What follows belongs to an exercise in optimizing a design on an open flow for small area and few clock cycles; a production flow would make more cautious choices.
The RTL was checked by simulation tests, not by an equivalence proof against the original design.
Power figures rest on the tool's default switching activity, not on a simulated workload.

File: flow/config.mk
export PLATFORM = sky130hd
export DESIGN_NAME = ioga
export DESIGN_NICKNAME = ioga
export VERILOG_FILES = /design/flow/design.v
export SDC_FILE = /design/flow/constraint.sdc
export NUM_CORES = 4
export LEC_CHECK = 0
export CAP_MARGIN = 20
export CORE_MARGIN = 2
export CORE_UTILIZATION = 40
export SLEW_MARGIN = 20
File: flow/constraint.sdc
create_clock -name core_clock -period 10.0 [get_ports {clk}]
set_input_delay 2.0000 -clock core_clock [delete_from_list [all_inputs] [get_ports {clk}]]
set_output_delay 2.0000 -clock core_clock [all_outputs]
set_load 0.01 [all_outputs]
File: flow/design.v
module ioga (
    input  wire        clk,
    input  wire        rst,
    input  wire        tx_valid,
    output wire        tx_ready,
    input  wire [15:0] tx_code,
    input  wire [31:0] tx_data,
    output reg         rsp_valid,
    output reg  [31:0] rsp_data,
    output reg  [1:0]  rsp_status,    
    output reg         rsp_tc,        
    output reg         rsp_devwr,     
    output wire        irq_line,
    output wire        nmi_line,
    output reg         mem_req,
    output reg         mem_we,
    output reg  [31:0] mem_addr,
    output reg  [7:0]  mem_wdata,
    input  wire        mem_ack,
    input  wire [7:0]  mem_rdata,
    input  wire        mem_err
);
    localparam [3:0] CLS_RD = 4'h0, CLS_WR = 4'h1, CLS_LN = 4'h2,
                     CLS_ACK = 4'h3, CLS_SCH = 4'h4, CLS_RST = 4'h5;
    localparam [3:0] G_VEC = 4'h0, G_SOFTLO = 4'h1, G_SOFTHI = 4'h2, G_NMICTL = 4'h3,
                     G_TIMER = 4'h4, G_PRESC = 4'h5, G_DADDR = 4'h6, G_DVADDR = 4'h7,
                     G_DCOUNT = 4'h8, G_DCTRL = 4'h9;
    localparam [2:0] A_NONE = 3'd0, A_NMI = 3'd1, A_VEC = 3'd2, A_SLO = 3'd3, A_SHI = 3'd4;
    localparam [1:0] PH_IDLE = 2'd0, PH_ARMED = 2'd1, PH_ACTIVE = 2'd2;
    localparam [1:0] ST_DONE = 2'd0, ST_FAULT = 2'd1, ST_REFUSED = 2'd2;
    localparam VEC_PEND = 8, VEC_EXT_EN = 9, VEC_INT_EN = 12;
    localparam SH_PEND = 8;
    localparam NMI_EDGE = 1, NMI_PEND = 3, NMI_EN = 4;
    reg [7:0]  vec_vector [0:15];
    reg [15:0] vec_ext, vec_int, vec_pend, vec_forced;
    reg [7:0]  softlo;
    reg [7:0]  sh_vector [0:7];
    reg [7:0]  sh_pend, sh_forced;
    reg        nmi_en, nmi_edge, nmi_pend;
    reg [2:0]  act_kind;
    reg [3:0]  act_idx;
    reg [15:0] tmr1_count;
    reg [29:0] tmr2_count, tmr3_count;
    reg [3:1]  tmr_run, tmr_exp;
    reg [31:0] presc;
    reg [31:0] dma_addr, dma_vaddr, dma_count, dma_ctrl;
    reg [1:0]  dma_phase;
    reg        dma_drq;
    reg        busy;
    assign tx_ready = !busy;
    assign irq_line = (act_kind == A_VEC) || (act_kind == A_SLO) || (act_kind == A_SHI);
    assign nmi_line = (act_kind == A_NMI);
    wire [3:0] cls = tx_code[15:12];
    wire [3:0] grp = tx_code[11:8];
    wire [7:0] idx = tx_code[7:0];
    reg legal;
    always @* begin
        legal = 1'b0;
        case (cls)
            CLS_RD, CLS_WR:
                case (grp)
                    G_VEC:    legal = (idx < 8'd16);
                    G_SOFTLO: legal = (idx == 8'd0);
                    G_SOFTHI: legal = (idx < 8'd8);
                    G_NMICTL: legal = (idx == 8'd0);
                    G_TIMER:  legal = (idx < 8'd4);
                    G_PRESC:  legal = (idx == 8'd0);
                    G_DADDR, G_DVADDR, G_DCOUNT, G_DCTRL:
                              legal = (idx == 8'd0);
                    default:  legal = 1'b0;
                endcase
            CLS_LN:
                case (grp)
                    4'h0:    legal = (idx < 8'd16);
                    4'h1:    legal = (idx < 8'd16);
                    4'h2:    legal = (idx == 8'd0);
                    4'h3:    legal = (idx == 8'd0);
                    default: legal = 1'b0;
                endcase
            CLS_ACK: legal = (grp < 4'h4) && (idx == 8'd0);
            CLS_SCH:
                case (grp)
                    4'h0:    legal = (idx < 8'd4);
                    4'h1:    legal = (idx == 8'd0);
                    default: legal = 1'b0;
                endcase
            CLS_RST: legal = (grp == 4'h0) && (idx == 8'd0);
            default: legal = 1'b0;
        endcase
    end
    wire is_dstep  = legal && (cls == CLS_SCH) && (grp == 4'h1);
    wire needs_mem = is_dstep && (dma_phase != PH_IDLE) && dma_drq;
    wire accept   = tx_valid && !busy;
    wire exec_now = accept && !needs_mem;
    wire exec_mem = busy && mem_ack;
    wire exec     = exec_now || exec_mem;
    reg [7:0]  n_vec_vector [0:15];
    reg [15:0] n_vec_ext, n_vec_int, n_vec_pend, n_vec_forced;
    reg [7:0]  n_softlo;
    reg [7:0]  n_sh_vector [0:7];
    reg [7:0]  n_sh_pend, n_sh_forced;
    reg        n_nmi_en, n_nmi_edge, n_nmi_pend;
    reg [2:0]  n_act_kind;
    reg [3:0]  n_act_idx;
    reg [15:0] n_tmr1_count;
    reg [29:0] n_tmr2_count, n_tmr3_count;
    reg [3:1]  n_tmr_run, n_tmr_exp;
    reg [31:0] n_presc;
    reg [31:0] n_dma_addr, n_dma_vaddr, n_dma_count, n_dma_ctrl;
    reg [1:0]  n_dma_phase;
    reg        n_dma_drq;
    reg [31:0] r_data;
    reg [1:0]  r_status;
    reg        r_tc, r_devwr;
    reg [31:0] w;
    reg        lvl;
    reg        found;
    reg        prev_drq;
    integer    i, j;
    reg [7:0] act_vector;
    always @* begin
        case (act_kind)
            A_VEC:   act_vector = vec_vector[act_idx];
            A_SLO:   act_vector = 8'h8F + {act_idx[2:0], 4'h0};
            A_SHI:   act_vector = sh_vector[act_idx[2:0]];
            default: act_vector = 8'h00;
        endcase
    end
    always @* begin
        for (i = 0; i < 16; i = i + 1) n_vec_vector[i] = vec_vector[i];
        for (i = 0; i < 8; i = i + 1)  n_sh_vector[i]  = sh_vector[i];
        n_vec_ext    = vec_ext;
        n_vec_int    = vec_int;
        n_vec_pend   = vec_pend;
        n_vec_forced = vec_forced;
        n_softlo     = softlo;
        n_sh_pend    = sh_pend;
        n_sh_forced  = sh_forced;
        n_nmi_en     = nmi_en;
        n_nmi_edge   = nmi_edge;
        n_nmi_pend   = nmi_pend;
        n_act_kind   = act_kind;
        n_act_idx    = act_idx;
        n_tmr1_count = tmr1_count;
        n_tmr2_count = tmr2_count;
        n_tmr3_count = tmr3_count;
        n_tmr_run    = tmr_run;
        n_tmr_exp    = tmr_exp;
        n_presc      = presc;
        n_dma_addr   = dma_addr;
        n_dma_vaddr  = dma_vaddr;
        n_dma_count  = dma_count;
        n_dma_ctrl   = dma_ctrl;
        n_dma_phase  = dma_phase;
        n_dma_drq    = dma_drq;
        r_data   = 32'h0;
        r_status = ST_DONE;
        r_tc     = 1'b0;
        r_devwr  = 1'b0;
        w        = tx_data;
        lvl      = tx_data[0];
        found    = 1'b0;
        prev_drq = dma_drq;
        if (exec_mem) begin
            n_dma_phase = PH_ACTIVE;
            if (mem_err) begin
                r_status = ST_FAULT;
            end else begin
                if (dma_ctrl[0]) begin
                    r_data  = {24'h0, mem_rdata};
                    r_devwr = 1'b1;
                end
                if (dma_ctrl[1]) n_dma_addr = dma_addr - 32'd1;
                else             n_dma_addr = dma_addr + 32'd1;
                n_dma_count = dma_count - 32'd1;
                if (n_dma_count == 32'd0) begin
                    n_dma_phase = PH_IDLE;
                    r_tc        = 1'b1;
                end
            end
        end else if (exec_now) begin
            if (!legal) begin
                r_status = ST_REFUSED;
            end else begin
                case (cls)
                    CLS_RD:
                        case (grp)
                            G_VEC: r_data = {16'h0, 3'b000, vec_int[idx[3:0]], 2'b00,
                                             vec_ext[idx[3:0]], vec_pend[idx[3:0]],
                                             vec_vector[idx[3:0]]};
                            G_SOFTLO: r_data = {24'h0, softlo};
                            G_SOFTHI: r_data = {16'h0, 7'h0, sh_pend[idx[2:0]],
                                                sh_vector[idx[2:0]]};
                            G_NMICTL: r_data = ({31'h0, nmi_en}   << NMI_EN)
                                              | ({31'h0, nmi_pend} << NMI_PEND)
                                              | ({31'h0, nmi_edge} << NMI_EDGE);
                            G_TIMER:
                                case (idx[1:0])
                                    2'd0: r_data = 32'h4000_0000;
                                    2'd1: r_data = {14'h0, tmr_exp[1], tmr_run[1], tmr1_count};
                                    2'd2: r_data = {tmr_exp[2], tmr_run[2], tmr2_count};
                                    default: r_data = {tmr_exp[3], tmr_run[3], tmr3_count};
                                endcase
                            G_PRESC:  r_data = presc;
                            G_DADDR:  r_data = dma_addr;
                            G_DVADDR: r_data = dma_vaddr;
                            G_DCOUNT: r_data = dma_count;
                            default:  r_data = dma_ctrl;
                        endcase
                    CLS_WR:
                        case (grp)
                            G_VEC: begin
                                if (w[VEC_PEND]) begin
                                    n_vec_forced[idx[3:0]] = 1'b1;
                                end else if (vec_forced[idx[3:0]]) begin
                                    n_vec_vector[idx[3:0]] = w[7:0];
                                    n_vec_ext[idx[3:0]]    = w[VEC_EXT_EN];
                                    n_vec_int[idx[3:0]]    = w[VEC_INT_EN];
                                    n_vec_forced[idx[3:0]] = 1'b0;
                                    n_vec_pend[idx[3:0]]   = 1'b1;
                                end else begin
                                    n_vec_vector[idx[3:0]] = w[7:0];
                                    n_vec_ext[idx[3:0]]    = w[VEC_EXT_EN];
                                    n_vec_int[idx[3:0]]    = w[VEC_INT_EN];
                                    if (!w[VEC_EXT_EN] && !w[VEC_INT_EN]) begin
                                        n_vec_pend[idx[3:0]] = 1'b0;
                                        if (act_kind == A_VEC && act_idx == idx[3:0])
                                            n_act_kind = A_NONE;
                                    end
                                end
                            end
                            G_SOFTLO: n_softlo = softlo | w[7:0];
                            G_SOFTHI: begin
                                if (w[SH_PEND]) begin
                                    n_sh_forced[idx[2:0]] = 1'b1;
                                end else if (sh_forced[idx[2:0]]) begin
                                    n_sh_vector[idx[2:0]] = w[7:0];
                                    n_sh_forced[idx[2:0]] = 1'b0;
                                    n_sh_pend[idx[2:0]]   = 1'b1;
                                end else begin
                                    n_sh_vector[idx[2:0]] = w[7:0];
                                end
                            end
                            G_NMICTL: begin
                                n_nmi_en   = w[NMI_EN];
                                n_nmi_edge = w[NMI_EDGE];
                            end
                            G_TIMER:
                                case (idx[1:0])
                                    2'd0: ;  
                                    2'd1:
                                        if (w[16]) begin
                                            n_tmr1_count = w[15:0];
                                            n_tmr_exp[1] = 1'b0;
                                            n_tmr_run[1] = 1'b1;
                                        end else begin
                                            n_tmr_run[1] = 1'b0;
                                        end
                                    2'd2:
                                        if (w[30]) begin
                                            n_tmr2_count = w[29:0];
                                            n_tmr_exp[2] = 1'b0;
                                            n_tmr_run[2] = 1'b1;
                                        end else begin
                                            n_tmr_run[2] = 1'b0;
                                        end
                                    default:
                                        if (w[30]) begin
                                            n_tmr3_count = w[29:0];
                                            n_tmr_exp[3] = 1'b0;
                                            n_tmr_run[3] = 1'b1;
                                        end else begin
                                            n_tmr_run[3] = 1'b0;
                                        end
                                endcase
                            G_PRESC:  n_presc     = w;
                            G_DADDR:  n_dma_addr  = w;
                            G_DVADDR: n_dma_vaddr = w;
                            G_DCOUNT: begin
                                n_dma_count = w;
                                if (w == 32'd0) n_dma_phase = PH_IDLE;
                            end
                            default:  n_dma_ctrl  = w;
                        endcase
                    CLS_LN:
                        case (grp)
                            4'h0: begin
                                if (lvl) begin
                                    if (vec_ext[idx[3:0]] || vec_int[idx[3:0]])
                                        n_vec_pend[idx[3:0]] = 1'b1;
                                end
                                else     n_vec_pend[idx[3:0]] = 1'b0;
                            end
                            4'h1: begin
                                if (!idx[3]) n_softlo[idx[2:0]]  = lvl;
                                else         n_sh_pend[idx[2:0]] = lvl;
                            end
                            4'h2: begin
                                if (lvl) begin
                                    if (nmi_en) begin
                                        n_nmi_pend = 1'b1;
                                        if (nmi_edge) n_nmi_en = 1'b0;
                                    end
                                end else begin
                                    n_nmi_pend = 1'b0;
                                end
                            end
                            default: begin
                                n_dma_drq = lvl;
                                if (lvl && !prev_drq && dma_phase == PH_IDLE && dma_count != 32'd0)
                                    n_dma_phase = PH_ARMED;
                            end
                        endcase
                    CLS_ACK:
                        case (grp[1:0])
                            2'd0:  
                                if (irq_line) begin
                                    r_data = {24'h0, act_vector};
                                    case (act_kind)
                                        A_VEC:   n_vec_pend[act_idx]    = 1'b0;
                                        A_SLO:   n_softlo[act_idx[2:0]] = 1'b0;
                                        default: n_sh_pend[act_idx[2:0]] = 1'b0;
                                    endcase
                                    n_act_kind = A_NONE;
                                end
                            2'd1:  
                                if (nmi_line) begin
                                    n_nmi_pend = 1'b0;
                                    n_act_kind = A_NONE;
                                end
                            2'd2:  
                                if (irq_line) r_data = {24'h0, act_vector};
                            default: ;  
                        endcase
                    CLS_SCH:
                        if (grp == 4'h0) begin
                            case (idx[1:0])
                                2'd0: if (vec_ext[12] || vec_int[12]) n_vec_pend[12] = 1'b1;
                                2'd1:
                                    if (tmr_run[1]) begin
                                        if (tmr1_count != 16'd0) n_tmr1_count = tmr1_count - 16'd1;
                                        if (n_tmr1_count == 16'd0) begin
                                            n_tmr_run[1] = 1'b0;
                                            n_tmr_exp[1] = 1'b1;
                                            if (vec_ext[13] || vec_int[13]) n_vec_pend[13] = 1'b1;
                                        end
                                    end
                                2'd2:
                                    if (tmr_run[2]) begin
                                        if (tmr2_count != 30'd0) n_tmr2_count = tmr2_count - 30'd1;
                                        if (n_tmr2_count == 30'd0) begin
                                            n_tmr_run[2] = 1'b0;
                                            n_tmr_exp[2] = 1'b1;
                                            if (vec_ext[14] || vec_int[14]) n_vec_pend[14] = 1'b1;
                                        end
                                    end
                                default:
                                    if (tmr_run[3]) begin
                                        if (tmr3_count != 30'd0) n_tmr3_count = tmr3_count - 30'd1;
                                        if (n_tmr3_count == 30'd0) begin
                                            n_tmr_run[3] = 1'b0;
                                            n_tmr_exp[3] = 1'b1;
                                            if (vec_ext[15] || vec_int[15]) n_vec_pend[15] = 1'b1;
                                        end
                                    end
                            endcase
                        end else begin
                            if (dma_phase == PH_ARMED) n_dma_phase = PH_ACTIVE;
                        end
                    default: begin
                        for (i = 0; i < 16; i = i + 1) n_vec_vector[i] = 8'h00;
                        for (i = 0; i < 8; i = i + 1)  n_sh_vector[i]  = 8'h00;
                        n_vec_ext    = 16'h0;
                        n_vec_int    = 16'h0;
                        n_vec_pend   = 16'h0;
                        n_vec_forced = 16'h0;
                        n_softlo     = 8'h0;
                        n_sh_pend    = 8'h0;
                        n_sh_forced  = 8'h0;
                        n_nmi_en     = 1'b0;
                        n_nmi_edge   = 1'b0;
                        n_nmi_pend   = 1'b0;
                        n_act_kind   = A_NONE;
                        n_act_idx    = 4'h0;
                        n_tmr1_count = 16'h0;
                        n_tmr2_count = 30'h0;
                        n_tmr3_count = 30'h0;
                        n_tmr_run    = 3'b000;
                        n_tmr_exp    = 3'b000;
                        n_presc      = 32'h0;
                        n_dma_addr   = 32'h0;
                        n_dma_vaddr  = 32'h0;
                        n_dma_count  = 32'h0;
                        n_dma_ctrl   = 32'h0;
                        n_dma_phase  = PH_IDLE;
                        n_dma_drq    = 1'b0;
                    end
                endcase
            end
        end
        if (n_act_kind == A_NONE) begin
            if (n_nmi_pend) begin
                n_act_kind = A_NMI;
                n_act_idx  = 4'h0;
                found      = 1'b1;
            end
            for (i = 0; i < 16; i = i + 1)
                if (!found && n_vec_pend[i]) begin
                    n_act_kind = A_VEC;
                    n_act_idx  = i[3:0];
                    found      = 1'b1;
                end
            for (i = 0; i < 8; i = i + 1)
                if (!found && n_softlo[i]) begin
                    n_act_kind = A_SLO;
                    n_act_idx  = i[3:0];
                    found      = 1'b1;
                end
            for (i = 0; i < 8; i = i + 1)
                if (!found && n_sh_pend[i]) begin
                    n_act_kind = A_SHI;
                    n_act_idx  = i[3:0];
                    found      = 1'b1;
                end
        end
    end
    always @(posedge clk) begin
        if (rst) begin
            for (j = 0; j < 16; j = j + 1) vec_vector[j] <= 8'h00;
            for (j = 0; j < 8; j = j + 1)  sh_vector[j]  <= 8'h00;
            vec_ext    <= 16'h0;
            vec_int    <= 16'h0;
            vec_pend   <= 16'h0;
            vec_forced <= 16'h0;
            softlo     <= 8'h0;
            sh_pend    <= 8'h0;
            sh_forced  <= 8'h0;
            nmi_en     <= 1'b0;
            nmi_edge   <= 1'b0;
            nmi_pend   <= 1'b0;
            act_kind   <= A_NONE;
            act_idx    <= 4'h0;
            tmr1_count <= 16'h0;
            tmr2_count <= 30'h0;
            tmr3_count <= 30'h0;
            tmr_run    <= 3'b000;
            tmr_exp    <= 3'b000;
            presc      <= 32'h0;
            dma_addr   <= 32'h0;
            dma_vaddr  <= 32'h0;
            dma_count  <= 32'h0;
            dma_ctrl   <= 32'h0;
            dma_phase  <= PH_IDLE;
            dma_drq    <= 1'b0;
        end else if (exec) begin
            for (j = 0; j < 16; j = j + 1) vec_vector[j] <= n_vec_vector[j];
            for (j = 0; j < 8; j = j + 1)  sh_vector[j]  <= n_sh_vector[j];
            vec_ext    <= n_vec_ext;
            vec_int    <= n_vec_int;
            vec_pend   <= n_vec_pend;
            vec_forced <= n_vec_forced;
            softlo     <= n_softlo;
            sh_pend    <= n_sh_pend;
            sh_forced  <= n_sh_forced;
            nmi_en     <= n_nmi_en;
            nmi_edge   <= n_nmi_edge;
            nmi_pend   <= n_nmi_pend;
            act_kind   <= n_act_kind;
            act_idx    <= n_act_idx;
            tmr1_count <= n_tmr1_count;
            tmr2_count <= n_tmr2_count;
            tmr3_count <= n_tmr3_count;
            tmr_run    <= n_tmr_run;
            tmr_exp    <= n_tmr_exp;
            presc      <= n_presc;
            dma_addr   <= n_dma_addr;
            dma_vaddr  <= n_dma_vaddr;
            dma_count  <= n_dma_count;
            dma_ctrl   <= n_dma_ctrl;
            dma_phase  <= n_dma_phase;
            dma_drq    <= n_dma_drq;
        end
    end
    always @(posedge clk) begin
        if (rst) begin
            busy       <= 1'b0;
            mem_req    <= 1'b0;
            mem_we     <= 1'b0;
            mem_addr   <= 32'h0;
            mem_wdata  <= 8'h0;
            rsp_valid  <= 1'b0;
            rsp_data   <= 32'h0;
            rsp_status <= ST_DONE;
            rsp_tc     <= 1'b0;
            rsp_devwr  <= 1'b0;
        end else begin
            if (accept && needs_mem) begin
                busy      <= 1'b1;
                mem_req   <= 1'b1;
                mem_we    <= !dma_ctrl[0];       
                mem_addr  <= dma_addr;
                mem_wdata <= tx_data[7:0];       
            end else if (exec_mem) begin
                busy    <= 1'b0;
                mem_req <= 1'b0;
            end
            rsp_valid <= exec;
            if (exec) begin
                rsp_data   <= r_data;
                rsp_status <= r_status;
                rsp_tc     <= r_tc;
                rsp_devwr  <= r_devwr;
            end
        end
    end
endmodule
File: flow/run.sh
#!/bin/bash
# synth_recipe.tcl (not shown) runs the flow's synth.tcl, then flattens the netlist and writes it again
# the make line also repeats each setting of config.mk as NAME=value (left out here)
make -C /OpenROAD-flow-scripts/flow DESIGN_CONFIG=/design/flow/config.mk WORK_HOME=/design/flow/orfs CLKGATE_MAP_FILE= SYNTH_SCRIPT=/design/flow/synth_recipe.tcl finish
==> results.toml <==
[run_status]
outcome = "timing/DRC/antenna clean"

[min_path]
min_to = "vec_int[0]"
hold_path_startpoint = "vec_int[0]"
hold_path.class = "reg -> reg"
worstHoldPathCells = 2

[timing]
finalClockSkew_ns = 0.0314
hold_viol_final = 0
tns_ns = 0
relSlewSlack = 0.105
maxSlewViolCount = 0
finalSetupViolCount = 0
max_freq_mhz = 140
setup_slack_ns = 2.84
worst_pin_slew_ns = 1.34
fin_crit_sh = 0.716
rsz0062_at_grt = "no"
fin_crit_ns = 7.16

[worst_setup_path]
timing.rr.start = "tmr3_count[0]"
r2r_end = "act_idx[3]"
worstPathRequired_ns = 10.55
worst_path_max_delay_cell = "ha_1"
arrival_ns = 7.71
crit_cells = 17
r2r_slack_ns = 4.81
crit_buf_inv = 4
crit_path_max_fanout = 37
r2r_cells = 14
cp-end-kind = "flop"
crit_path_cell_trace = "clkdlybuf4s50_1, buf_4, inv_2, ha_1, buf_4, ha_1, nor2b_1, and2_1, a21oi_1, o41ai_1, o41ai_1, a21oi_1, nand4_4, nor4_1, nor2b_1, a311oi_1, nor3_1"
setup.worst_path.start_class = "input port"
cp_top_family = "simple AND/OR/NAND/NOR gates"
path_class = "in -> reg"
slowest_delay_ns = 0.78

[clock_tree]
clock-sinks = 614
cts_hold_buf = 0
clk_pin_slew_ns = 0.06
clk_latency_ns = 0.66
cts_resized = 0
cts_buffers = 75
cts_tree = "done"
htree_levels = 3
postCtsSetupBuffers = 0
cts_root_buf = "clkbuf_16"
cts_max_path_buffers = 3

[synth]
synth-edff-count = 0
synth_ff_type = "dfxtp_1"
ys_ff_latch = 614
synth-compound-area-share = 0.279
synth_top_family_by_area = "compound AO/OA/AOI/OAI gates"
ys_async_sr_fraction = 0
synth_area_um2 = 36400
synthXorXnorAreaFrac = 0.0115
synth-seq-area-share = 0.338
syn_nets = 5068
syn_inst = 4958
yosysWarnings = 5
avgSynthCellArea_um2 = 7.34
synthDistinctLibCells = 97
yosys.area_share.simple = 0.240
synthAdderAreaFrac = 0.0170
synthMuxAreaShare = 0.0663

[global_routing]
antenna_found_initial = 6
track_usage = 0.321
grt_start_max_net_pins = 202
grt-ovfl-total = 0
grt_pass1_vias = 35102
grt_pass1_wl_um = 232000

[placed_design]
place.gp.congestion = 1.05
dp.cells = 5952
io_buffer_count = 142
dp_slack_ns = 2.38
dp_hpwl_um = 107000

[final_layout]
fill_cells = 9056
layout.area.seq_um2 = 12300
multiInputGateArea_um2 = 22500
synthToLayoutAreaGrowth_pct = 13.1
layout.cells.non_filler = 6092
final_cell_mix = "773 x nor2_1, 613 x dfxtp_1, 586 x nand2_1"
final_common_cell = "nor2_1"
num-nets-final = 4964
drive_gt1_frac = 0.0668

[power]
switchingPower_w = 0.00145
ir_drop_v = 0.000128
p_sw_frac = 0.255
p_seq_frac = 0.431
p_comb_frac = 0.066
pwr_density_cell_nw_per_um2 = 138
p_leak_nw = 14.2
report.power.total_w = 0.00569
pwr-share-clk = 0.504
p_int_w = 0.00423

[route]
via_per_inst = 6.48
vias = 39463
drc_errors = 0
routed_wl_um = 157000
first_iter_violations = 5708
firstDrtPassIters = 12
routedWlPerCell_um = 25.7
ant_nets = 0

[floorplan]
core-area_um2 = 90100
start_util = 0.404
die_w_um = 306
die_height_um = 306
num_rows = 110
io_pins = 143
die_area_um2 = 93500

[run]
cap_viol_max_count = 0
-- routing by layer --
| metal | track usage | part of all wire | wire length, um | up-vias |
|---|---|---|---|---|
| met5 | 0 | 0.000083 | 13 | - |
| met1 | 0.457 | 0.43 | 67100 | 18803 |
| met3 | 0.0773 | 0.12 | 18700 | 389 |
| met2 | 0.455 | 0.41 | 64200 | 2445 |
| li1 | - | - | - | 17824 |
| met4 | 0.142 | 0.043 | 6740 | 2 |
-- state kept, by name (all words and copies together), names as in the netlist, 4 cells and up --
signal / cells
sh_pend: 8
mem_wdata: 8
vec_vector: 128
vec_forced: 16
sh_forced: 8
dma_addr: 32
dma_vaddr: 32
tmr2_count: 30
tmr1_count: 16
vec_ext: 16
softlo: 8
mem_addr: 32
sh_vector: 64
dma_count: 32
vec_int: 16
rsp_data: 32
presc: 32
vec_pend: 16
dma_ctrl: 32
tmr3_count: 30
act_idx: 4
-- power by group through the flow --
stage          sequential [W]  clock (W)  combinational, W
2_1_floorplan         0.00250          0          0.000202
5_1_grt               0.00245    0.00299          0.000384
4_1_cts               0.00245    0.00289          0.000356
3_5_place_dp          0.00250          0          0.000354
3_3_place_gp          0.00250          0          0.000355
6_report              0.00245    0.00286          0.000373
-- worst min-delay path: stages, from the launching register on --
cell,delay (ns)
dfxtp_1,0.31
nand2_1,0.05
a21oi_1,0.05
-- synthesized netlist by cell type (15+ instances only) --
| library cell | n | area share |
|---|---|---|
| clkbuf_1 | 371 | 0.038 |
| inv_1 | 42 | 0.0043 |
| nor2_1 | 780 | 0.080 |
| a21o_1 | 39 | 0.0080 |
| xnor2_1 | 23 | 0.0055 |
| nor3_1 | 124 | 0.017 |
| and3_1 | 26 | 0.0045 |
| o31ai_1 | 43 | 0.0089 |
| nand4_1 | 32 | 0.0055 |
| or4_1 | 18 | 0.0037 |
| mux2i_1 | 185 | 0.051 |
| nand2_1 | 587 | 0.061 |
| ha_1 | 48 | 0.016 |
| a21oi_1 | 520 | 0.071 |
| nor2b_1 | 37 | 0.0064 |
| a31oi_1 | 72 | 0.012 |
| and2_1 | 28 | 0.0048 |
| dfxtp_1 | 614 | 0.34 |
| a211oi_1 | 47 | 0.0097 |
| o22ai_1 | 22 | 0.0038 |
| xor2_1 | 25 | 0.0060 |
| a222oi_1 | 61 | 0.017 |
| buf_1 | 36 | 0.0037 |
| o21ai_1 | 34 | 0.0047 |
| mux4_2 | 18 | 0.011 |
| o21a_1 | 25 | 0.0052 |
| o211ai_1 | 30 | 0.0062 |
| a22oi_1 | 173 | 0.036 |
| or3_1 | 31 | 0.0053 |
| nand3_1 | 104 | 0.014 |
| o21ai_0 | 366 | 0.050 |
| nor4_1 | 57 | 0.0098 |
| buf_2 | 15 | 0.0021 |
| a221oi_1 | 37 | 0.0089 |
| nand2b_1 | 31 | 0.0053 |
-- cell families (layout without fill, tap and decap cells) --
| family | after synthesis | after routing |
|---|---|---|
| buffers and inverters | 469 | 423 |
| AOI/OAI and AO/OA | 1614 | 1614 |
| DFF | 614 | 614 |
| muxes | 217 | 217 |
| and+or+nand+nor | 1947 | 1947 |
| other | 0 | 4 |
| adders and majority gates | 49 | 49 |
| xor gates and xnor gates | 48 | 48 |
-- worst max path at each step --
| stage | slack, ns | startpoint | endpoint |
|---|---|---|---|
| 6_report | 2.84 | tx_code[0] | act_idx[2] |
| 5_1_grt | 2.53 | tx_code[0] | act_idx[2] |
| 4_1_cts | 3.03 | tx_code[0] | act_idx[2] |
| 3_5_place_dp | 2.38 | tx_code[0] | act_kind[1] |
| 3_3_place_gp | 2.46 | tx_code[0] | act_kind[1] |
| 2_1_floorplan | 3.52 | tx_code[0] | act_kind[1] |
-- final cells by class --
type / count / share of cell area
multi-input combinational: 3875 / 0.547
sequential: 614 / 0.298
clock buffer: 116 / 0.0552
timing repair buffer: 243 / 0.0531
tap: 1176 / 0.0357
clock inverter: 19 / 0.00653
inverter: 45 / 0.00410
antenna: 4 / 0.000243
-- through the flow --
step                      hold WS [ns]  area (um^2)  utilization
after floorplan                  0.429        36400            -
after global placement           0.432        38600        0.428
after detailed placement         0.443        38600        0.428
after CTS                        0.450        41200        0.457
after global routing             0.465        41200        0.457
final                            0.451        41200        0.457
Testbench counts, summed over its fixed seeds: cycles 33,674.

## afterwards: timing with drivers on the ports
Ports are ideal in the flow. The routed layout listed here was re-timed in OpenROAD. Step 1 assumes that a clkbuf_16 drives the clock port and a buf_2 every other input. Step 2 moves the port delays by t, midway between the first and last clock arrival at a register: inputs arrive t later, outputs are due t later. That takes back most of the time a late clock gives input paths. Slacks: ideal / step 1 / step 2; pairs: ideal / step 1.
shift t [ns]: 0.718
setup WS [ns]: 2.843 / 2.896 / 2.178
worst setup path at the end: input to register
clock arrival spread, ns: 0.037 / 0.037
worst data-port slew with drivers (ns): 0.06
After both steps setup and hold are still met in this run. For this run, drivers alone change the setup slack by +0.053 ns; drivers and shift together by -0.665 ns.
